From an optimization exercise on the open Yosys and OpenROAD flow, aimed at small area, a short achievable clock period and few clock cycles per item; shortcuts taken in it are not production practice.
The RTL was checked by simulation tests, not by an equivalence proof against the original design.
Power figures rest on the tool's default switching activity, not on a simulated workload.

==> trial 2 <==
Design hdcorr_engine, start of the top module:
module hdcorr_engine (
    input  wire        clk,
    input  wire        rst,
    input  wire        in_valid,
    output wire        in_ready,
    input  wire [31:0] in_data,
    output wire        rsp_valid,
    input  wire        rsp_ready,
    output wire [3:0]  rsp_status,
    output wire [31:0] rsp_val_i,
    output wire [31:0] rsp_val_q
);
==> flow/config.mk <==
export PLATFORM = sky130hd
export DESIGN_NAME = hdcorr_engine
export DESIGN_NICKNAME = hdcorr_engine
export VERILOG_FILES = /design/flow/design.v
export SDC_FILE = /design/flow/constraint.sdc
export NUM_CORES = 4
export LEC_CHECK = 0
export CAP_MARGIN = 20
export CORE_MARGIN = 2
export CORE_UTILIZATION = 40
export CTS_CLUSTER_DIAMETER = 80
export CTS_CLUSTER_SIZE = 20
export SLEW_MARGIN = 50
==> flow/constraint.sdc <==
create_clock -name core_clock -period 14.0 [get_ports {clk}]
set_input_delay 2.8000 -clock core_clock [delete_from_list [all_inputs] [get_ports {clk}]]
set_output_delay 2.8000 -clock core_clock [all_outputs]
set_load 0.01 [all_outputs]
standard.sh (not shown) runs the stock make flow with config.mk's settings and CLKGATE_MAP_FILE= SYNTH_SCRIPT=/design/flow/synth_recipe.tcl, a recipe that flattens the netlist after the stock synthesis.
==> flow/flow/run.sh <==
#!/bin/bash
# Standard ORFS layout (the standard.sh, unchanged synthesis) with:
# - timing repair asked to leave extra setup slack (SETUP_SLACK_MARGIN), so
#   that it works towards a shorter achieved period, on a share of the
#   violating endpoints (TNS_END_PERCENT);
# - port buffers of a stronger buffer cell than the default, and resizing not
#   limited to cells of the same footprint.
# Constraints and clock period are the design's; make's output goes to
# standard.log, each ORFS step's log to orfs/logs/.
set -euo pipefail
read MARGIN TNS BUF < flow/repair.txt
bash standard.sh SETUP_SLACK_MARGIN=$MARGIN TNS_END_PERCENT=$TNS \
    "BUFFER_PORTS_ARGS=-buffer_cell $BUF" MATCH_CELL_FOOTPRINT=0 finish > standard.log 2>&1
==> flow/flow/repair.txt <==
9.6 20 sky130_fd_sc_hd__buf_4
==> trial 7 (differences from trial 2) <==
--- a/flow/design.v
+++ b/flow/design.v
@@ -34,30 +34,27 @@
     localparam [2:0] K_INFO = 3'd7;    
     localparam [1:0] P_CMD  = 2'd0;
     localparam [1:0] P_PSEQ = 2'd1;
     localparam [1:0] P_PUSH = 2'd2;
     reg [1:0]  lc;
     reg        path;
     reg [7:0]  pn;         
-    reg [15:1] mth, mtl;
     reg [4:0]  errlog;
     reg        last_v;
     reg [NMAX-1:0] ref_p, ref_e, rx_i, rx_q;
     reg [1:0]  pst;
     reg [23:0] opcnt;
     reg [2:0]  pend;       
-    reg        dv;
-    reg [7:0]  d_opc;
-    reg        d_arg_z, d_argh_z, d_arg_big;
-    reg [3:0]  d_sel;
     reg        gen;
     reg [2:0]  gsel;       
     reg [7:0]  gv;         
     reg [7:0]  g2v;        
     reg        gprev;      
+    reg        clr_pend;   
+    reg        pn_ld;      
     reg        rdy;
     reg        tv1;
     reg [2:0]  tk1;
     reg        tv2;
     reg [2:0]  tk2;
     reg        tv3;
     reg [2:0]  tk3;
@@ -88,91 +85,82 @@
     assign rsp_status = {1'b0, qs0};
     assign rsp_val_i  = {{22{qi0[9]}}, qi0};
     assign rsp_val_q  = {{18{qq0[13]}}, qq0};
     wire        fire    = in_valid & rdy;
     wire [7:0]  opc     = in_data[31:24];
     wire [23:0] arg     = in_data[23:0];
     wire        arg_z   = (arg == 24'd0);
+    wire        argh_z  = (arg[23:4] == 20'd0);
+    wire        arg_big = (arg[23:8] != 16'd0);
+    wire [3:0]  sel     = arg[3:0];
     wire        hd_i    = ~in_data[15] & (in_data[14:0] != 15'd0);
     wire        hd_q    = ~in_data[31] & (in_data[30:16] != 15'd0);
-    function [15:1] therm4;
-        input [3:0] v;
-        integer i;
-        begin
-            for (i = 1; i < 16; i = i + 1)
-                therm4[i] = (v >= i);
-        end
-    endfunction
     wire is_empty = (lc == LC_EMPTY);
     wire is_ready = (lc == LC_READY);
     wire is_bound = (lc == LC_BOUND);
-    wire cmd_fire  = fire & (pst == P_CMD);
-    wire pseq_fire = fire & (pst == P_PSEQ);
-    wire push_fire = fire & (pst == P_PUSH);
-    wire pseq_last = (opcnt == 24'd1);
     reg        c_done;     
     reg [2:0]  c_st;
     reg [2:0]  c_kind;
     always @(*) begin
         c_done = 1'b1;
         c_st   = ST_OK;
         c_kind = K_ZERO;
-        case (d_opc)
+        case (opc)
         OP_PSEQ: begin
-            c_done = d_arg_z;
+            c_done = arg_z;
             c_st   = is_empty ? E_LEN0 : E_STATE;
         end
         OP_PGEN:
-            if (!d_argh_z)          c_st = E_OPCODE;
+            if (!argh_z)            c_st = E_OPCODE;
             else if (!is_empty)     c_st = E_STATE;
-            else if (d_sel > 4'd10) c_st = E_SEL;
-            else if (d_sel > 4'd6)  c_st = E_LENMAX;
+            else if (sel > 4'd10)   c_st = E_SEL;
+            else if (sel > 4'd6)    c_st = E_LENMAX;
         OP_BIND:
-            if (!d_arg_z)           c_st = E_OPCODE;
+            if (!arg_z)             c_st = E_OPCODE;
             else if (!is_ready)     c_st = E_STATE;
         OP_RESET, OP_DESTROY:
-            if (!d_arg_z)           c_st = E_OPCODE;
+            if (!arg_z)             c_st = E_OPCODE;
             else if (!is_bound)     c_st = E_STATE;
         OP_PUSH: begin
-            c_done = !d_arg_z;
+            c_done = !arg_z;
             c_st   = E_OPCODE;
         end
         OP_INFO:
-            if (!d_arg_z)           c_st = E_OPCODE;
+            if (!arg_z)             c_st = E_OPCODE;
             else                    c_kind = K_INFO;
         OP_RDLAST:
-            if (!d_arg_z)           c_st = E_OPCODE;
+            if (!arg_z)             c_st = E_OPCODE;
             else if (!is_bound || !last_v) c_st = E_STATE;
             else                    c_kind = K_CORR;
         OP_PDESTROY:
-            if (!d_arg_z)           c_st = E_OPCODE;
+            if (!arg_z)             c_st = E_OPCODE;
             else if (!is_ready)     c_st = E_STATE;
         default:                    c_st = E_OPCODE;
         endcase
     end
-    wire c_ok = dv & c_done & (c_st == ST_OK);
-    wire d_pseq  = dv & (d_opc == OP_PSEQ) & ~d_arg_z;
-    wire [2:0] pend_d = !is_empty ? E_STATE : (d_arg_big ? E_LENMAX : ST_OK);
-    wire [2:0] pend_e = d_pseq ? pend_d : pend;
-    wire push_ok = push_fire & is_bound;
-    wire ref_ld  = pseq_fire & (pend_e == ST_OK);
+    wire cmd_fire  = fire & (pst == P_CMD);
+    wire pseq_fire = fire & (pst == P_PSEQ);
+    wire push_fire = fire & (pst == P_PUSH);
+    wire pseq_last = (opcnt == 24'd1);
+    wire push_ok   = push_fire & (pend == ST_OK);
+    wire ref_ld    = pseq_fire & (pend == ST_OK);
     reg        n_tv;
     reg [2:0]  n_tk;
     always @(*) begin
         n_tv = 1'b0;
         n_tk = K_ZERO;
-        if (dv && c_done) begin
+        if (cmd_fire && c_done) begin
             n_tv = 1'b1;
             n_tk = (c_st == ST_OK) ? c_kind : c_st;
         end else if (pseq_fire && pseq_last) begin
             n_tv = 1'b1;
-            n_tk = pend_e;
+            n_tk = pend;
         end else if (push_fire) begin
             n_tv = 1'b1;
-            n_tk = is_bound ? K_CORR : E_STATE;
+            n_tk = (pend == ST_OK) ? K_CORR : pend;
         end
     end
     reg [7:0] gmask, glmask, ginit, gend;
     always @(*) begin
         case (gsel)
         3'd0:    begin gmask = 8'h03; glmask = 8'h03; ginit = 8'h02; gend = 8'h00; end
         3'd1:    begin gmask = 8'h05; glmask = 8'h07; ginit = 8'h04; gend = 8'h00; end
@@ -181,22 +169,21 @@
         3'd4:    begin gmask = 8'h21; glmask = 8'h3F; ginit = 8'h20; gend = 8'h09; end
         3'd5:    begin gmask = 8'h44; glmask = 8'h7F; ginit = 8'h40; gend = 8'h28; end
         default: begin gmask = 8'h8E; glmask = 8'hFF; ginit = 8'h80; gend = 8'hA3; end
         endcase
     end
     reg [7:0] g2init;
     always @(*) begin
-        case (d_sel[2:0])
+        case (sel[2:0])
         3'd4:    g2init = 8'h24;
         3'd5:    g2init = 8'h54;
         default: g2init = 8'hD1;
         endcase
     end
     wire       gsplit = (gsel >= 3'd4);
-    wire [7:0] gen_n  = (8'd1 << ({1'b0, gsel} + 4'd2)) - 8'd1;    
     wire       gfb    = ^(gv & gmask);
     wire [7:0] gnext  = ((gv << 1) | {7'd0, gfb}) & glmask;
     wire       g2fb   = ^(g2v & gmask);
     wire [7:0] g2next = ((g2v << 1) | {7'd0, g2fb}) & glmask;
     wire       gdone = gsplit ? (gnext == gend) : (gnext == ginit);
     wire ref_sh = ref_ld | gen;
     wire new_p  = gen ? (gsplit ? g2fb : gfb) : hd_q;
@@ -211,32 +198,29 @@
     end
     always @(posedge clk) begin
         if (ref_sh) begin
             ref_p <= ref_p_d;
             ref_e <= ref_e_d;
         end
     end
-    wire rx_clr = c_ok & (d_opc == OP_BIND || d_opc == OP_RESET);
     always @(posedge clk) begin
-        if (rx_clr) begin
+        if (clr_pend) begin
             rx_i <= {NMAX{1'b0}};
             rx_q <= {NMAX{1'b0}};
         end else if (push_ok) begin
             rx_i <= {rx_i[NMAX-2:0], hd_i};
             rx_q <= {rx_q[NMAX-2:0], hd_q};
         end
     end
     wire s = ~ph1;
-    wire [16:0] mth_x = {1'b0, mth, 1'b1};
-    wire [16:0] mtl_x = {1'b0, mtl, 1'b1};
     wire [NMAX-1:0] w;
     genvar gj;
     generate
         for (gj = 0; gj < NMAX; gj = gj + 1) begin : g_el
-            wire m = mth_x[gj / 16 + 1] | (mth_x[gj / 16] & mtl_x[gj % 16 + 1]);
+            wire m = (pn > gj);
             wire t = s ? (ref_e[gj] ? rx_i[gj] : rx_q[gj])
                        : (ref_e[gj] ? ~rx_q[gj] : rx_i[gj]);
             assign w[gj] = m & (ref_p[gj] ^ t);
         end
     endgenerate
     wire pc0_1 = w[0] ^ w[100] ^ w[101];
     wire pc0_2 = (w[0] & w[100]) | (w[0] & w[101]) | (w[100] & w[101]);
@@ -766,109 +750,103 @@
     wire take = qv0 & rsp_ready;
     wire [2:0] qcnt   = qv3 ? 3'd4 : qv2 ? 3'd3 : qv1 ? 3'd2 : {2'd0, qv0};
     wire [2:0] qpos   = qcnt - {2'd0, take};
     wire [2:0] qcnt_n = qpos + {2'd0, tv4};
     wire [5:0] owe_x = {1'b0, owe, 1'b1};
     wire [4:1] owe_n = (n_tv & ~take) ? owe_x[3:0] :
                         (take & ~n_tv) ? owe_x[5:2] : owe;
-    wire [1:0] add_n  = {1'b0, n_tv} + {1'b0, cmd_fire};
-    wire [2:0] need_n = 3'd4 - {1'd0, add_n} + {2'd0, take};
-    wire [5:0] owe_y  = {1'b0, owe, 1'b1};
-    wire        full_n = owe_y[need_n];
+    wire        full_n = ~take & (owe[4] | (owe[3] & fire));
     always @(posedge clk) begin
         if (rst) begin
             lc       <= LC_EMPTY;
             path     <= 1'b0;
             pn       <= 8'd0;
-            mth      <= 15'd0;
-            mtl      <= 15'd0;
             errlog   <= 5'd0;
             last_v   <= 1'b0;
             pst      <= P_CMD;
-            dv       <= 1'b0;
             gen      <= 1'b0;
+            clr_pend <= 1'b0;
+            pn_ld    <= 1'b0;
             rdy      <= 1'b0;
             tv1 <= 1'b0; tv2 <= 1'b0; tv3 <= 1'b0; tv4 <= 1'b0;
             ph1 <= 1'b0; ph2 <= 1'b0; ph3 <= 1'b0;
             qv0 <= 1'b0; qv1 <= 1'b0; qv2 <= 1'b0; qv3 <= 1'b0;
             owe      <= 4'd0;
         end else begin
+            clr_pend <= 1'b0;
             ph1 <= push_ok;
             ph2 <= ph1;
             ph3 <= ph2;
-            dv <= cmd_fire;
+            pn_ld <= 1'b0;
+            if (pn_ld) pn <= opcnt[7:0];
             if (cmd_fire) begin
-                opcnt     <= arg;
-                d_opc     <= opc;
-                d_arg_z   <= arg_z;
-                d_argh_z  <= (arg[23:4] == 20'd0);
-                d_arg_big <= (arg[23:8] != 16'd0);
-                d_sel     <= arg[3:0];
-                if (opc == OP_PSEQ && !arg_z) pst <= P_PSEQ;
-                if (opc == OP_PUSH &&  arg_z) pst <= P_PUSH;
+                opcnt <= arg;
+                pend  <= (opc == OP_PUSH) ? (is_bound ? ST_OK : E_STATE)
+                       : (!is_empty ? E_STATE : (arg_big ? E_LENMAX : ST_OK));
+                gsel  <= sel[2:0];
+                gv    <= 8'd1 << (sel[2:0] + 3'd1);
+                g2v   <= g2init;
+                case (opc)
+                OP_PSEQ: if (!arg_z) begin
+                    pst   <= P_PSEQ;
+                    pn_ld <= is_empty & ~arg_big;
+                end
+                OP_PUSH: if (arg_z) begin
+                    pst  <= P_PUSH;
+                end
+                default: ;
+                endcase
+                if (c_done && c_st == ST_OK) begin
+                    case (opc)
+                    OP_PGEN: begin
+                        gen  <= 1'b1;
+                        path <= 1'b1;
+                        lc   <= LC_READY;
+                    end
+                    OP_BIND: begin
+                        clr_pend <= 1'b1;
+                        last_v   <= 1'b0;
+                        lc       <= LC_BOUND;
+                    end
+                    OP_RESET: begin
+                        clr_pend <= 1'b1;
+                        last_v   <= 1'b0;
+                    end
+                    OP_DESTROY: begin
+                        last_v <= 1'b0;
+                        path   <= 1'b0;
+                        lc     <= path ? LC_EMPTY : LC_READY;
+                    end
+                    OP_PDESTROY: begin
+                        path <= 1'b0;
+                        lc   <= LC_EMPTY;
+                    end
+                    default: ;
+                    endcase
+                end
             end
             if (pseq_fire) begin
                 opcnt <= opcnt - 24'd1;
                 if (pseq_last) begin
                     pst <= P_CMD;
-                    if (pend_e == ST_OK) begin
+                    if (pend == ST_OK) begin
                         path <= 1'b0;
                         lc   <= LC_READY;
                     end
                 end
             end
             if (push_fire) begin
                 pst <= P_CMD;
-                if (is_bound) last_v <= 1'b1;
-            end
-            if (d_pseq) begin
-                pend <= pend_d;
-                if (pend_d == ST_OK) begin
-                    pn  <= opcnt[7:0];
-                    mth <= therm4(opcnt[7:4]);
-                    mtl <= therm4(opcnt[3:0]);
-                end
-            end
-            if (dv && d_opc == OP_PGEN) begin
-                gsel <= d_sel[2:0];
-                gv   <= 8'd1 << (d_sel[2:0] + 3'd1);
-                g2v  <= g2init;
-            end
-            if (c_ok) begin
-                case (d_opc)
-                OP_PGEN: begin
-                    gen  <= 1'b1;
-                    path <= 1'b1;
-                    lc   <= LC_READY;
-                end
-                OP_BIND: begin
-                    last_v <= 1'b0;
-                    lc     <= LC_BOUND;
-                end
-                OP_RESET:
-                    last_v <= 1'b0;
-                OP_DESTROY: begin
-                    last_v <= 1'b0;
-                    path   <= 1'b0;
-                    lc     <= path ? LC_EMPTY : LC_READY;
-                end
-                OP_PDESTROY: begin
-                    path <= 1'b0;
-                    lc   <= LC_EMPTY;
-                end
-                default: ;
-                endcase
+                if (pend == ST_OK) last_v <= 1'b1;
             end
             if (gen) begin
                 gv    <= gnext;
                 g2v   <= g2next;
                 gprev <= gfb;
-                pn  <= gen_n;
-                mth <= therm4(gen_n[7:4]);
-                mtl <= therm4(gen_n[3:0]);
+                pn <= (8'd1 << ({1'b0, gsel} + 4'd2)) - 8'd1;
                 if (gdone) gen <= 1'b0;
             end
             if (tv1) begin
                 case (tk1)
                 E_OPCODE: errlog[0] <= 1'b1;
                 E_STATE:  errlog[1] <= 1'b1;
                 E_SEL:    errlog[2] <= 1'b1;
@@ -884,16 +862,15 @@
             qv0 <= (qcnt_n > 3'd0);
             qv1 <= (qcnt_n > 3'd1);
             qv2 <= (qcnt_n > 3'd2);
             qv3 <= (qcnt_n > 3'd3);
             owe <= owe_n;
             rdy <= ~full_n
                  & ~(gen & ~gdone)
-                 & ~(cmd_fire & (opc == OP_PGEN || opc == OP_INFO || opc == OP_RDLAST))
-                 & ~(dv & (d_opc == OP_PGEN || d_opc == OP_INFO))
+                 & ~(cmd_fire & (opc == OP_PGEN || opc == OP_INFO))
                  & ~(tv1 & (tk1 == K_INFO))
                  & ~(tv2 & (tk2 == K_INFO));
         end
     end
     always @(posedge clk) begin
         tk1 <= n_tk;
         tk2 <= tk1;
==> flow/flow/repair.txt (replaced) <==
9.6 10 sky130_fd_sc_hd__buf_4
- ABC_AREA: default -> 1
- CORE_UTILIZATION: 40 -> 50
==> build 48 (differences from trial 2) <==
==> flow/flow/repair.txt (replaced) <==
9.6 10 sky130_fd_sc_hd__buf_4
- CORE_UTILIZATION: 40 -> 50
==> comparison table <==
| metric | trial 2 | build 48 | trial 7 |
|---|---|---|---|
| Power per unit of standard cell area | 104.3 nW/um^2 | 103.8 nW/um^2 | 104.4 nW/um^2 |
| Signal arrival time at the worst endpoint | 5.07 ns | 5.04 ns | 5.03 ns |
| Final cell count without fillers | 9233 | 8801 | 8991 |
| FILL cells | 16040 | 12170 | 11490 |
| Xor/xnor cell area share of the yosys netlist | 3.910% | 3.910% | 1.605% |
| CP Depth | 12 | 13 | 13 |
| Clock transition at the registers of the reported paths | 0.08 ns | 0.08 ns | 0.09 ns |
| Result of the run | timing/DRC/antenna clean | timing/DRC/antenna clean | timing/DRC/antenna clean |
| Adder-Cell Fraction of Synth Area | 8.173% | 8.173% | 8.543% |
| Share of cell area taken by muxes after synthesis | 1.511% | 1.511% | 0.01764% |
| Routed len/inst | 19.02 um | 19.86 um | 20.43 um |
| Die Footprint | 173000 sq um | 138700 sq um | 130600 sq um |
| Area share of the largest cell type after synthesis | 27.21% | 27.21% | 28.17% |
| Clock sink count | 1348 | 1348 | 1303 |
| Post-layout instance area | 73670 sq um | 72910 sq um | 70830 sq um |
| Via count of the first global-routing pass | 46540 | 46370 | 46350 |
| Launch point of the worst hold path | tk3[2]$_DFF_P_ | tk3[1]$_DFF_P_ | tk3[0]$_DFF_P_ |
| Gate count after technology mapping | 7099 | 7099 | 7250 |
| Leak pwr | 0.02496 uW | 0.02487 uW | 0.02712 uW |
| Compound-cell area share of the yosys netlist | 17.22% | 17.22% | 18.11% |
Testbench counts of trial 2, summed over its fixed seeds: cycles 22,946, items 9,600.
Testbench counts of trial 7, summed over its fixed seeds: cycles 22,922, items 9,600.
Testbench counts of build 48, summed over its fixed seeds: cycles 22,946, items 9,600.

## re-timing with driven ports
The flow's constraints put no driver on any port. The routed layouts listed below were extracted and timed again, unchanged, in two steps. Step 1 assumes that a clkbuf_16 drives the clock port and a buf_2 every other input. Step 2 also shifts input and output timing later by t, the mid clock arrival at the registers, as if the neighbouring blocks saw the same clock. a / b / c = no drivers / after step 1 / after step 2; a / b = the first two.
run	t, ns	slack for setup (ns)	worst data-port slew with drivers (ns)
trial 2	0.807	9.533 / 9.594 / 8.793	0.04
trial 7	0.770	9.527 / 9.527 / 8.805	0.04
build 48	0.773	9.540 / 9.589 / 8.816	0.04
After both steps setup and hold are still met in every run listed. For trial 2, which loses most, drivers alone change the setup slack by +0.061 ns; drivers and shift together by -0.740 ns.
